This is an optimization exercise on Yosys and OpenROAD, whose aim is small area, a short achievable clock period and few clock cycles, not a production implementation. The RTL was checked by simulation tests, not by an equivalence proof against the original design. No activity file was given, so power comes from the tool's default toggle rates.

run 1:
## owc
module owc #(
    parameter [7:0] FAMILY_A = 8'h10,
    parameter [7:0] FAMILY_B = 8'h28
) (
    input             clk,
    input             rst,         
    input             cmd_valid,
    input      [15:0] cmd,
    output reg        rsp_valid,
    output     [15:0] rsp,
    output            bus_req,
    output     [1:0]  bus_op,      
    output            bus_wbit,
    input             bus_ack,
    input             bus_rbit
);
==> flow/config.mk <==
export PLATFORM = sky130hd
export DESIGN_NAME = owc
export DESIGN_NICKNAME = owc
export VERILOG_FILES = /design/flow/design.v
export SDC_FILE = /design/flow/constraint.sdc
export NUM_CORES = 4
export LEC_CHECK = 0
export ABC_AREA = 1
export CAP_MARGIN = 20
export CORE_MARGIN = 2
export CORE_UTILIZATION = 65
export CTS_BUF_LIST = sky130_fd_sc_hd__clkbuf_8
export CTS_CLUSTER_DIAMETER = 50
export CTS_CLUSTER_SIZE = 14
export GPL_TIMING_DRIVEN = 1
export PLACE_DENSITY = 0.8
export SLEW_MARGIN = 20
export TNS_END_PERCENT = 10
==> flow/constraint.sdc <==
create_clock -name core_clock -period 18.0 [get_ports {clk}]
set_input_delay 3.6000 -clock core_clock [delete_from_list [all_inputs] [get_ports {clk}]]
set_output_delay 3.6000 -clock core_clock [all_outputs]
set_load 0.01 [all_outputs]
standard.sh (not shown) runs the stock make flow with config.mk's settings and CLKGATE_MAP_FILE= SYNTH_SCRIPT=/design/flow/synth_recipe.tcl, a recipe that flattens the netlist after the stock synthesis.
==> flow/flow/run.sh <==
#!/bin/bash
set -euo pipefail
bash standard.sh \
    SETUP_SLACK_MARGIN=13 \
    "BUFFER_PORTS_ARGS=-buffer_cell sky130_fd_sc_hd__buf_2" \
    finish > flow_make.log 2>&1
Run 1: no failed stages, no open violations at the end
Testbench counts of run 1, summed over its fixed seeds: cycles 38,903.
Modified inputs, run 2 compared to run 1
--- a/flow/design.v
+++ b/flow/design.v
@@ -151,22 +151,28 @@
     always @* begin
         case (tlen)
             4'd4: tmask = 8'h0F;
             4'd5: tmask = 8'h1F;
             4'd6: tmask = 8'h3F;
             4'd7: tmask = 8'h7F;
             4'd8: tmask = 8'hFF;
             default: tmask = 8'h00;
         endcase
     end
+    reg  [31:0] rsel;
+    integer pj;
+    always @* begin
+        for (pj = 0; pj < 8; pj = pj + 1)
+            rsel[4*pj +: 4] = {!tmask[pj], tlen[2:0] - 3'd1 - pj[2:0]};
+    end
     wire [2:0] tj   = fd8[2:0];
-    wire [3:0] rp   = tlen - 4'd1 - {1'b0, tj};
+    wire [3:0] rp   = rsel[4*tj +: 4];
     wire [7:0] tch  = rp[3] ? 8'h00 : sym[rp[2:0]];
     wire [15:0] nraw = bufr[15:0];
     wire        nneg = nraw[15];
     reg  [15:0] nmag;
     integer i;
     always @* begin
         for (i = 0; i < 16; i = i + 1)
             nmag[i] = nraw[i] ^ (nneg && (i > 0) && ((nraw & ((16'd1 << i) - 16'd1)) != 16'd0));
     end
     reg [7:0] rd_data;
@@ -202,40 +208,50 @@
     wire c_chks_w  = op_chks && !sp_rdy;
     wire c_dec_now = op_dec && (!fam_ok || sp_rdy);         
     wire c_dec_w   = op_dec && fam_ok && !sp_rdy;
     wire c_rdb     = op_rd && rd_buf;
     wire dec_set   = (take && c_dec_now) || pd_fire;        
     wire dec_good  = (take ? fam_ok : 1'b1) && sp_ok;       
     wire c_defer   = c_next_go || c_chks_w || c_dec_w || c_rdb ||
                      (c_dec_now && fam_ok && sp_ok);
     wire rv_d = ev_abort || ev_done || ps_fire || (pd_fire && !sp_ok) || dec3 || rdb ||
                 (take && !c_defer);
+    wire o_upd  = (opc == 4'h2);
+    wire o_chka = (opc == 4'h3);
+    wire o_chks = (opc == 4'h4);
+    wire o_next = (opc == 4'h6);
+    wire o_dec  = (opc == 4'h7);
+    wire o_wrb  = (opc == 4'h8);
+    wire o_rd   = (opc == 4'h9);
+    wire [7:0] cmd_data =
+          ({8{o_upd}}                         & crcn)
+        | ({8{o_chka && fd}}                  & crc_w)
+        | ({8{o_chks || (o_dec && fam_ok)}}   & cacc)
+        | ({8{o_wrb || (o_dec && !fam_ok)}}   & fd8)
+        | ({8{o_rd}}                          & rd_data);
+    wire [2:0] cmd_code =
+          ({3{o_chka && !fd}}                 & C_NODATA)
+        | ({3{o_chka && fd && !crcn_ok}}      & C_ADDRCRC)
+        | ({3{o_chks && !sp_ok}}              & C_SPADCRC)
+        | ({3{o_next && exh}}                 & C_NOMORE)
+        | ({3{o_dec && !fam_ok}}              & C_UNSUPPORTED)
+        | ({3{o_dec && fam_ok && !sp_ok}}     & C_SPADCRC);
     wire [7:0] rdata_d =
           ({8{ev_done}}                       & work[7:0])
         | ({8{ps_fire || pd_fire}}            & cacc)
         | ({8{dec3}}                          & {4'd0, tlen})
         | ({8{rdb}}                           & buf_sel)
-        | ({8{idle && op_upd}}                & crcn)
-        | ({8{idle && op_chka && fd}}         & crc_w)
-        | ({8{idle && (op_chks || (op_dec && fam_ok))}} & cacc)
-        | ({8{idle && (op_wrb || (op_dec && !fam_ok))}} & fd8)
-        | ({8{idle && op_rd}}                 & rd_data);
+        | ({8{idle && legal}}                 & cmd_data);
     wire [2:0] rcode_d =
           ({3{ev_abort}}                                   & C_BUSEMPTY)
         | ({3{(ps_fire || pd_fire) && !sp_ok}}             & C_SPADCRC)
-        | ({3{idle && !legal}}                             & C_ILLEGAL)
-        | ({3{idle && op_chka && !fd}}                     & C_NODATA)
-        | ({3{idle && op_chka && fd && !crcn_ok}}          & C_ADDRCRC)
-        | ({3{idle && op_chks && !sp_ok}}                  & C_SPADCRC)
-        | ({3{idle && op_next && exh}}                     & C_NOMORE)
-        | ({3{idle && op_dec && !fam_ok}}                  & C_UNSUPPORTED)
-        | ({3{idle && op_dec && fam_ok && !sp_ok}}         & C_SPADCRC);
+        | ({3{idle}} & (legal ? cmd_code : C_ILLEGAL));
     always @(posedge clk) begin
         rdata     <= rdata_d;
         rcode     <= rcode_d;
         rsp_valid <= !rst && rv_d;
     end
     always @(posedge clk) begin
         if (rst)
             crc_r <= 8'h00;
         else if (take && (op_clr || op_upd))
             crc_r <= op_upd ? crcn : 8'h00;
Run 2 was carried through to the last stage, and its layout satisfied the timing, design-rule and antenna checks.
Run comparison: run 2 topmost layer with routed signal wires met5; run 1 topmost layer with routed signal wires met4
The combinational group share of total power reported for run 2 is smaller than that of run 1 by 2.2 points.
Comparing post-cts resize count for run 1 and run 2, the bigger number came from run 1.
Between run 2 and run 1, the flip-flop and latch power figures differ only marginally.
Taking run 1 as the reference point, the area added between synthesis and finish of run 2 falls by 4.3 points.
Compared with run 1, in run 2 overall routed net length shows a reduction of 3.9%; cell count shows no meaningful change.
Number of antenna violations at the first check in global routing, run 1 and run 2: higher on run 2
Testbench counts of run 2, summed over its fixed seeds: cycles 38,903.

separate check: timing with driven ports:
The flow's constraints put no driver on any port. The routed layouts listed below were extracted and timed again, unchanged, in two steps.
Step 1 assumes that a clkbuf_16 drives the clock port and a buf_2 every other input.
Step 2, shift: input delay + t, output delay - t, t = (earliest + latest rising clock arrival at the registers) / 2. This alone moves slack from input paths to output paths.
a / b / c = ideal / step 1 / step 2; a / b = the first two.
run | t, ns | setup WS [ns] | clock arrival spread, ns
run 1 | 0.640 | 12.821 / 12.761 / 12.121 | 0.057 / 0.058
run 2 | 0.635 | 12.854 / 12.807 / 12.212 | 0.057 / 0.057
After both steps setup and hold are still met in every run listed. The setup slack of run 1, which loses most, moves by -0.060 ns with the drivers and by -0.700 ns with both steps.
